Context: an optimization exercise on an open-source flow, tuned for small area. The choices shown serve that exercise and are no tape-out recipe. Only simulation tests tie the RTL to the original design; equivalence was not proved. No activity file was given, so power comes from the tool's default toggle rates.

==> design.v <==
module me221_ckstep (
    input  wire [7:0] a,
    input  wire [7:0] b,
    input  wire [7:0] x,
    output wire [7:0] a_next,
    output wire [7:0] b_next
);
    wire [8:0] s = {1'b0, a} + {1'b0, x};
    wire [8:0] s_red = s - 9'd255;
    assign a_next = (s >= 9'd255) ? s_red[7:0] : s[7:0];
    wire [8:0] t = {1'b0, b} + {1'b0, a_next};
    wire [8:0] t_red = t - 9'd255;
    assign b_next = (t >= 9'd255) ? t_red[7:0] : t[7:0];
endmodule
module me221_cke (
    input  wire        clk,
    input  wire        rst,
    input  wire        clr,      
    input  wire        upd,      
    input  wire [7:0]  x,
    output wire [15:0] sum,      
    output wire [15:0] sum_next  
);
    reg  [7:0] a, b;
    wire [7:0] a_n, b_n;
    me221_ckstep u_step (.a(a), .b(b), .x(x), .a_next(a_n), .b_next(b_n));
    always @(posedge clk) begin
        if (rst || clr) begin
            a <= 8'h00;
            b <= 8'h00;
        end else if (upd) begin
            a <= a_n;
            b <= b_n;
        end
    end
    assign sum      = {b, a};
    assign sum_next = {b_n, a_n};
endmodule
module me221_rx (
    input  wire        clk,
    input  wire        rst,
    input  wire        arm,         
    input  wire        push,        
    input  wire [7:0]  x,
    input  wire [2:0]  rd_sel,      
    output reg  [15:0] rd_data,     
    output wire [15:0] push_resp    
);
    localparam [3:0] PH_MAGIC0 = 4'd0, PH_MAGIC1 = 4'd1, PH_LEN_LO = 4'd2,
                     PH_LEN_HI = 4'd3, PH_TYPE = 4'd4, PH_CLASS = 4'd5,
                     PH_CMD = 4'd6, PH_PAYLOAD = 4'd7, PH_CK_LO = 4'd8,
                     PH_CK_HI = 4'd9, PH_DONE = 4'd10, PH_ERROR = 4'd11;
    reg [3:0]  phase;
    reg [15:0] len;
    reg [7:0]  typ, cls, cmd;
    reg [15:0] ckw;
    reg [7:0]  a, b;
    reg [15:0] pcnt;
    reg        magerr, typerr, clserr, cmdunk, ckerr, ovr;
    reg [3:0]  phase_n;
    reg [15:0] len_n, ckw_n, pcnt_n;
    reg [7:0]  typ_n, cls_n, cmd_n, a_n, b_n;
    reg        magerr_n, typerr_n, clserr_n, cmdunk_n, ckerr_n, ovr_n;
    wire [7:0] sa, sb;
    me221_ckstep u_step (.a(a), .b(b), .x(x), .a_next(sa), .b_next(sb));
    wire known = ((cls == 8'h00) && (x == 8'h01 || x == 8'h02 || x == 8'h03)) ||
                 ((cls == 8'h04) && (x == 8'h00 || x == 8'h01));
    wire [15:0] pcnt_inc = pcnt + 16'd1;
    always @(*) begin
        phase_n = phase; len_n = len; typ_n = typ; cls_n = cls; cmd_n = cmd;
        ckw_n = ckw; a_n = a; b_n = b; pcnt_n = pcnt;
        magerr_n = magerr; typerr_n = typerr; clserr_n = clserr;
        cmdunk_n = cmdunk; ckerr_n = ckerr; ovr_n = ovr;
        case (phase)
            PH_MAGIC0: begin
                if (x == 8'h4D) phase_n = PH_MAGIC1;
                else begin magerr_n = 1'b1; phase_n = PH_ERROR; end
            end
            PH_MAGIC1: begin
                if (x == 8'h45) phase_n = PH_LEN_LO;
                else begin magerr_n = 1'b1; phase_n = PH_ERROR; end
            end
            PH_LEN_LO: begin len_n[7:0] = x;  phase_n = PH_LEN_HI; end
            PH_LEN_HI: begin len_n[15:8] = x; phase_n = PH_TYPE; end
            PH_TYPE: begin
                typ_n = x; a_n = sa; b_n = sb;
                if (x != 8'h00 && x != 8'h0F) typerr_n = 1'b1;
                phase_n = PH_CLASS;
            end
            PH_CLASS: begin
                cls_n = x; a_n = sa; b_n = sb;
                if (x > 8'h08) clserr_n = 1'b1;
                phase_n = PH_CMD;
            end
            PH_CMD: begin
                cmd_n = x; a_n = sa; b_n = sb;
                if (!known) cmdunk_n = 1'b1;
                phase_n = (len == 16'd0) ? PH_CK_LO : PH_PAYLOAD;
            end
            PH_PAYLOAD: begin
                a_n = sa; b_n = sb;
                pcnt_n = pcnt_inc;
                if (pcnt_inc == len) phase_n = PH_CK_LO;
            end
            PH_CK_LO: begin ckw_n[7:0] = x; phase_n = PH_CK_HI; end
            PH_CK_HI: begin
                ckw_n[15:8] = x;
                if ({x, ckw[7:0]} != {b, a}) ckerr_n = 1'b1;
                phase_n = PH_DONE;
            end
            default: begin  
                ovr_n = 1'b1;
            end
        endcase
    end
    always @(posedge clk) begin
        if (rst || arm) begin
            phase <= PH_MAGIC0;
            len <= 16'h0; typ <= 8'h0; cls <= 8'h0; cmd <= 8'h0;
            ckw <= 16'h0; a <= 8'h0; b <= 8'h0; pcnt <= 16'h0;
            magerr <= 1'b0; typerr <= 1'b0; clserr <= 1'b0;
            cmdunk <= 1'b0; ckerr <= 1'b0; ovr <= 1'b0;
        end else if (push) begin
            phase <= phase_n;
            len <= len_n; typ <= typ_n; cls <= cls_n; cmd <= cmd_n;
            ckw <= ckw_n; a <= a_n; b <= b_n; pcnt <= pcnt_n;
            magerr <= magerr_n; typerr <= typerr_n; clserr <= clserr_n;
            cmdunk <= cmdunk_n; ckerr <= ckerr_n; ovr <= ovr_n;
        end
    end
    wire err   = magerr | typerr | clserr | ckerr;
    wire err_n = magerr_n | typerr_n | clserr_n | ckerr_n;
    wire [15:0] status   = {4'h0, phase, err, ovr, ckerr, cmdunk, clserr,
                            typerr, magerr, phase == PH_DONE};
    wire [15:0] status_n = {4'h0, phase_n, err_n, ovr_n, ckerr_n, cmdunk_n,
                            clserr_n, typerr_n, magerr_n, phase_n == PH_DONE};
    assign push_resp = {phase, status_n[11:0]};
    always @(*) begin
        case (rd_sel)
            3'd0: rd_data = status;
            3'd1: rd_data = len;
            3'd2: rd_data = {8'h00, typ};
            3'd3: rd_data = {8'h00, cls};
            3'd4: rd_data = {8'h00, cmd};
            3'd5: rd_data = ckw;
            3'd6: rd_data = {b, a};
            default: rd_data = pcnt;
        endcase
    end
endmodule
module me221_tx (
    input  wire        clk,
    input  wire        rst,
    input  wire        clr,         
    input  wire        set,         
    input  wire [3:0]  set_sel,
    input  wire        go,          
    input  wire        step,        
    input  wire [7:0]  x,
    input  wire [2:0]  rd_sel,      
    output reg  [15:0] rd_data,     
    output wire [15:0] step_resp,   
    output wire        busy,
    output wire        codeok
);
    localparam [3:0] PH_MAGIC0 = 4'd0, PH_MAGIC1 = 4'd1, PH_LEN_LO = 4'd2,
                     PH_LEN_HI = 4'd3, PH_TYPE = 4'd4, PH_CLASS = 4'd5,
                     PH_CMD = 4'd6, PH_PAYLOAD = 4'd7, PH_CK_LO = 4'd8,
                     PH_CK_HI = 4'd9, PH_DONE = 4'd10, PH_IDLE = 4'd12;
    reg [3:0]  phase;
    reg [15:0] len;
    reg [7:0]  typ, cls, cmd;
    reg [7:0]  a, b;
    reg [15:0] pcnt;
    reg [3:0]  phase_n;
    reg [7:0]  byte_out;
    reg        upd_ck;
    reg [15:0] pcnt_n;
    wire [7:0] sa, sb;
    me221_ckstep u_step (.a(a), .b(b), .x(byte_out), .a_next(sa), .b_next(sb));
    wire [15:0] pcnt_inc = pcnt + 16'd1;
    assign busy   = (phase <= PH_CK_HI);
    assign codeok = (typ == 8'h00 || typ == 8'h0F) && (cls <= 8'h08);
    always @(*) begin
        phase_n  = phase;
        byte_out = 8'h00;
        upd_ck   = 1'b0;
        pcnt_n   = pcnt;
        case (phase)
            PH_MAGIC0:  begin byte_out = 8'h4D;     phase_n = PH_MAGIC1; end
            PH_MAGIC1:  begin byte_out = 8'h45;     phase_n = PH_LEN_LO; end
            PH_LEN_LO:  begin byte_out = len[7:0];  phase_n = PH_LEN_HI; end
            PH_LEN_HI:  begin byte_out = len[15:8]; phase_n = PH_TYPE; end
            PH_TYPE:    begin byte_out = typ; upd_ck = 1'b1; phase_n = PH_CLASS; end
            PH_CLASS:   begin byte_out = cls; upd_ck = 1'b1; phase_n = PH_CMD; end
            PH_CMD: begin
                byte_out = cmd; upd_ck = 1'b1;
                phase_n = (len == 16'd0) ? PH_CK_LO : PH_PAYLOAD;
            end
            PH_PAYLOAD: begin
                byte_out = x; upd_ck = 1'b1;
                pcnt_n = pcnt_inc;
                if (pcnt_inc == len) phase_n = PH_CK_LO;
            end
            PH_CK_LO:   begin byte_out = a; phase_n = PH_CK_HI; end
            PH_CK_HI:   begin byte_out = b; phase_n = PH_DONE; end
            default: ;
        endcase
    end
    always @(posedge clk) begin
        if (rst || clr) begin
            phase <= PH_IDLE;
            len <= 16'h0; typ <= 8'h0; cls <= 8'h0; cmd <= 8'h0;
            a <= 8'h0; b <= 8'h0; pcnt <= 16'h0;
        end else if (set) begin
            case (set_sel)
                4'd1: len[7:0]  <= x;
                4'd2: typ       <= x;
                4'd3: cls       <= x;
                4'd4: cmd       <= x;
                4'd9: len[15:8] <= x;
                default: ;
            endcase
        end else if (go) begin
            phase <= PH_MAGIC0;
            a <= 8'h0; b <= 8'h0; pcnt <= 16'h0;
        end else if (step) begin
            phase <= phase_n;
            pcnt  <= pcnt_n;
            if (upd_ck) begin
                a <= sa;
                b <= sb;
            end
        end
    end
    assign step_resp = {4'h0, phase, byte_out};
    wire [15:0] status = {4'h0, phase, 5'd0, codeok, busy, phase == PH_DONE};
    always @(*) begin
        case (rd_sel)
            3'd0: rd_data = status;
            3'd1: rd_data = len;
            3'd2: rd_data = {8'h00, typ};
            3'd3: rd_data = {8'h00, cls};
            3'd4: rd_data = {8'h00, cmd};
            3'd5: rd_data = {b, a};
            default: rd_data = pcnt;
        endcase
    end
endmodule
module me221_fe (
    input  wire        clk,
    input  wire        rst,          
    input  wire        cmd_valid,
    input  wire [15:0] cmd,
    output reg         resp_valid,
    output reg  [17:0] resp          
);
    localparam [1:0] ST_OK = 2'b00, ST_ILLEGAL = 2'b01, ST_REFUSED = 2'b10;
    localparam [3:0] OP_NOP = 4'h0, OP_CK_CLR = 4'h1, OP_CK_UPD = 4'h2,
                     OP_CK_RD = 4'h3, OP_RX_RST = 4'h4, OP_RX_PUSH = 4'h5,
                     OP_RX_RD = 4'h6, OP_TX_SET = 4'h7, OP_TX_GO = 4'h8,
                     OP_TX_STEP = 4'h9, OP_TX_RD = 4'hA, OP_TX_RST = 4'hB;
    wire [3:0] op   = cmd[15:12];
    wire [3:0] sel  = cmd[11:8];
    wire [7:0] data = cmd[7:0];
    wire sel_zero  = (sel == 4'h0);
    wire data_zero = (data == 8'h00);
    reg legal;
    always @(*) begin
        case (op)
            OP_NOP, OP_CK_CLR, OP_CK_RD, OP_RX_RST, OP_TX_GO, OP_TX_RST:
                legal = sel_zero && data_zero;
            OP_CK_UPD, OP_RX_PUSH, OP_TX_STEP:
                legal = sel_zero;
            OP_RX_RD:  legal = (sel < 4'd8) && data_zero;
            OP_TX_RD:  legal = (sel < 4'd7) && data_zero;
            OP_TX_SET: legal = (sel == 4'd1) || (sel == 4'd2) || (sel == 4'd3) ||
                               (sel == 4'd4) || (sel == 4'd9);
            default:   legal = 1'b0;
        endcase
    end
    wire do_cmd = cmd_valid && legal;
    wire [15:0] cke_sum, cke_sum_next;
    wire [15:0] rx_rd_data, rx_push_resp;
    wire [15:0] tx_rd_data, tx_step_resp;
    wire        tx_busy, tx_codeok;
    wire tx_set_ok  = !tx_busy;
    wire tx_go_ok   = !tx_busy && tx_codeok;
    wire tx_step_ok = tx_busy;
    me221_cke u_cke (
        .clk(clk), .rst(rst),
        .clr(do_cmd && op == OP_CK_CLR),
        .upd(do_cmd && op == OP_CK_UPD),
        .x(data),
        .sum(cke_sum), .sum_next(cke_sum_next)
    );
    me221_rx u_rx (
        .clk(clk), .rst(rst),
        .arm(do_cmd && op == OP_RX_RST),
        .push(do_cmd && op == OP_RX_PUSH),
        .x(data),
        .rd_sel(sel[2:0]), .rd_data(rx_rd_data),
        .push_resp(rx_push_resp)
    );
    me221_tx u_tx (
        .clk(clk), .rst(rst),
        .clr(do_cmd && op == OP_TX_RST),
        .set(do_cmd && op == OP_TX_SET && tx_set_ok),
        .set_sel(sel),
        .go(do_cmd && op == OP_TX_GO && tx_go_ok),
        .step(do_cmd && op == OP_TX_STEP && tx_step_ok),
        .x(data),
        .rd_sel(sel[2:0]), .rd_data(tx_rd_data),
        .step_resp(tx_step_resp),
        .busy(tx_busy), .codeok(tx_codeok)
    );
    reg [17:0] resp_n;
    always @(*) begin
        if (!legal) begin
            resp_n = {ST_ILLEGAL, 16'h0000};
        end else begin
            case (op)
                OP_CK_UPD:  resp_n = {ST_OK, cke_sum_next};
                OP_CK_RD:   resp_n = {ST_OK, cke_sum};
                OP_RX_PUSH: resp_n = {ST_OK, rx_push_resp};
                OP_RX_RD:   resp_n = {ST_OK, rx_rd_data};
                OP_TX_SET:  resp_n = tx_set_ok  ? {ST_OK, 16'h0000} : {ST_REFUSED, 16'h0000};
                OP_TX_GO:   resp_n = tx_go_ok   ? {ST_OK, 16'h0000} : {ST_REFUSED, 16'h0000};
                OP_TX_STEP: resp_n = tx_step_ok ? {ST_OK, tx_step_resp} : {ST_REFUSED, 16'h0000};
                OP_TX_RD:   resp_n = {ST_OK, tx_rd_data};
                default:    resp_n = {ST_OK, 16'h0000};
            endcase
        end
    end
    always @(posedge clk) begin
        if (rst) begin
            resp_valid <= 1'b0;
            resp       <= 18'h0;
        end else begin
            resp_valid <= cmd_valid;
            if (cmd_valid) resp <= resp_n;
        end
    end
endmodule
==> run.sh <==
#!/bin/bash
# synth_recipe.tcl (not shown) runs the flow's synth.tcl, then flattens the netlist and writes it again
# the make line also repeats each setting of config.mk as NAME=value (left out here)
make -C /OpenROAD-flow-scripts/flow DESIGN_CONFIG=/design/flow/config.mk WORK_HOME=/design/flow/orfs CLKGATE_MAP_FILE= SYNTH_SCRIPT=/design/flow/synth_recipe.tcl finish
==> config.mk <==
export PLATFORM = sky130hd
export DESIGN_NAME = me221_fe
export DESIGN_NICKNAME = me221_fe
export VERILOG_FILES = /design/flow/design.v
export SDC_FILE = /design/flow/constraint.sdc
export NUM_CORES = 4
export LEC_CHECK = 0
export CAP_MARGIN = 20
export CORE_MARGIN = 2
export CORE_UTILIZATION = 40
export SLEW_MARGIN = 20
==> constraint.sdc <==
create_clock -name core_clock -period 8.0 [get_ports {clk}]
set_input_delay 1.6000 -clock core_clock [delete_from_list [all_inputs] [get_ports {clk}]]
set_output_delay 1.6000 -clock core_clock [all_outputs]
set_load 0.01 [all_outputs]
==> run notes <==
critical path, delay by kind of cell:
family	cells	cell delay, ps
compound gates	9	2290
xor+xnor	2	620
fa+ha+maj	3	930
buf+inv	4	940
mux	1	330
simple gates	7	960
cells in the final DEF (no fill, tap or decap), types with 20 or more instances in the layout:
master / count
nand2b_1: 20
xnor2_1: 65
a211oi_1: 41
nor3_1: 51
nand4_1: 20
nand3_1: 61
clkbuf_16: 26
a221oi_1: 20
buf_4: 42
mux2i_1: 121
nor4_1: 31
dfxtp_1: 209
inv_1: 41
nor2b_1: 36
ha_1: 56
a21oi_1: 147
clkdlybuf4s50_1: 34
o21ai_0: 104
xor2_1: 63
nand2_1: 158
nor2_1: 250
and3_1: 20
routing by layer:
| layer | track usage, % | wire (µm) | part of all wire, % | vias up |
|---|---|---|---|---|
| met5 | 0 | 13 | 0.023 | - |
| met4 | 10.7 | 2360 | 4.2 | 2 |
| met3 | 4.80 | 4960 | 8.7 | 149 |
| met2 | 41.4 | 24400 | 43 | 701 |
| met1 | 38.2 | 25100 | 44 | 7632 |
| li1 | - | - | - | 7304 |
where the power goes:
| group | internal, mW | leakage [nW] | switching (mW) | total [mW] |
|---|---|---|---|---|
| combinational | 0.0624 | 4.19 | 0.152 | 0.214 |
| clock | 0.757 | 0.440 | 0.519 | 1.28 |
| sequential | 1.04 | 1.68 | 0.000859 | 1.04 |
cells by family after synthesis:
family / after synthesis / share of synthesized area [%]
muxes: 137 / 9.09
adders and majority gates: 62 / 5.24
DFF: 209 / 26.7
AOI/OAI and AO/OA: 531 / 22.6
xor gates and xnor gates: 129 / 7.30
and+or+nand+nor: 758 / 24.1
buffers and inverters: 181 / 4.95
synth_stat cells, drive strengths merged, types with 35 or more instances:
master  instances
mux2i         121
clkbuf        104
dfxtp         209
a211oi         41
nor3           54
a21oi         147
nand2         160
o21ai         107
ha             56
xnor2          65
nor2          252
nor4           35
nor2b          36
nand3          61
buf            35
xor2           63
inv            41
cell type report:
class / instances / area (µm²)
clock buffer: 30 / 696
inverter: 42 / 158
multi-input combinational: 1617 / 10700
fill: 3894 / 21300
tap: 518 / 648
clock inverter: 17 / 221
sequential: 209 / 4180
timing repair buffer: 79 / 671
final timing paths:
check                                   from                     end  slack, ps  cells past startpoint
hold reg to reg         resp[6]$_SDFFE_PP0P_    resp[6]$_SDFFE_PP0P_        490                      2
setup / recovery                      cmd[1]  u_tx.b[4]$_SDFFE_PP0P_        760                     26
hold / removal          resp[6]$_SDFFE_PP0P_    resp[6]$_SDFFE_PP0P_        490                      2
setup reg to reg  u_tx.phase[0]$_SDFFE_PP0P_  u_tx.b[4]$_SDFFE_PP0P_        960                     25
stage by stage:
step,area (µm²),hold WS [ps],utilization (%),total power [mW]
finish,17300,490,44.8,2.53
detailed placement,16400,478,42.4,1.27
floorplan,15700,449,-,1.20
global placement,16400,468,42.4,1.27
global route,17300,522,44.8,2.60
CTS,17300,493,44.8,2.54
sequential cells by signal, indices dropped and copies added (netlist names), 4 cells and up:
signal      flops
resp           18
u_tx.len       16
u_cke.a         8
u_tx.cls        8
u_tx.a          8
u_rx.ckw       16
u_rx.cmd        8
u_rx.typ        8
u_rx.len       16
u_tx.b          8
u_cke.b         8
u_tx.pcnt      16
u_rx.b          8
u_tx.typ        8
u_tx.phase      4
u_rx.pcnt      16
u_rx.phase      4
u_tx.cmd        8
u_rx.a          8
u_rx.cls        8
==> run notes <==
Post-synth top flop dfxtp_1; syn avg cell area 7.81 µm²; largest net degree at the start of global routing 59; placed cell count 2465; Die Y 202 µm; register area share after synthesis 26.7%; Initial Util 40.5%; Netlist cell types 93; drt wl/cell 22.6 µm; Yosys top cell by area dfxtp_1; vias per cell 6.29; ranking of synthesized cells by area dfxtp_1 (27%), mux2i_1 (7.7%), nor2_1 (6.0%), a21oi_1 (4.7%), ha_1 (4.5%); final worst path period share 90.5%; synthesized area 15700 µm²; Mapped Cells 2007; Slew Viols, Final 0; Worst-Margin Slew 993 ps; global-route wire length before repair 88.0 mm; Post-synth EDFFs 0; Final Net Count 2056; Worst Path Arrival 7670 ps; initial drt markers 1527; port buffer count 37; Async SR Flop Fraction 0%; run status timing/DRC/antenna clean; critical path's slowest cell a21oi_1; minimum clock period 7240 ps; DRC 0; slowest stage delay, CP 590 ps; clock skew 24.9 ps; Fin. Hold Viols 0; YS warnings 4; final setup TNS 0 ps; clk buf depth 3; routed wire length 56.8 mm; cts repair resizes 0; critical path endpoint category register; die area 40800 µm²; GPL Wtd Cong 0.984; Root Buffer clkbuf_16; total number of vias 15800; unrepaired setup endpoints after global routing false; critical path class in -> reg; Cell Pwr Density 146 nW/µm²; Worst Path Max Fanout 10; H-tree Lvls 1; GRT overflow 0; worst setup margin 761 ps; pre-CTS setup slack 290 ps; Syn Nets 2088; Post-CTS Hold Fix Bufs 0; io pins 38; Peak VDD IR 0.150 mV; Post-CTS Setup Bufs 0; fmax 0.138 GHz; number of max-cap violations 0; Antenna diodes 0; initial antenna violation count 1; area delta synth->final 10.5%; gr usage total 27.3%; share of the synthesized area in the top cell type 26.7%; FF+latch count, synth 209; fraction of layout cells with a size suffix above 1 7.22%; leakage power 6.32 nW; vias in the first global route 14600; max_slew headroom 33.8%; CP Launch Type input port; CORE AREA 38600 µm²; endpoints failing setup 0; Worst-path clk slew 60 ps; clock sink count 209; Num CTS Buffers 26; non-filler cells, final 2512; DRT Pass-1 Iters 6; Clock Latency Late Sink 560 ps; CTS tree done; std cell rows 72; post-route antenna net violation count 0; Hold Path Class reg -> reg; die width 202 µm; detailed placer's ending HPWL 41.3 mm; CP required 8430 ps

## port drivers added, routing unchanged
No port has a modelled driver above. Below, the same layout with a new extraction and two added sets of constraints. Step 1: set_driving_cell puts a clkbuf_16 on clk and a buf_2 on each other input, an assumption about the parent block. Step 2, shift: input delay + t, output delay - t, t = (earliest + latest rising clock arrival at the registers) / 2. This alone moves slack from input paths to output paths. a / b / c = ideal ports / drivers / drivers and shift; a / b = the first two.
t (ns): 0.603
setup WS [ns]: 0.761 / 0.792 / 0.189
latest minus earliest clock arrival (ns): 0.026 / 0.026
After both steps setup and hold are still met in this run. The setup slack of this run moves by +0.031 ns with the drivers and by -0.572 ns with both steps.
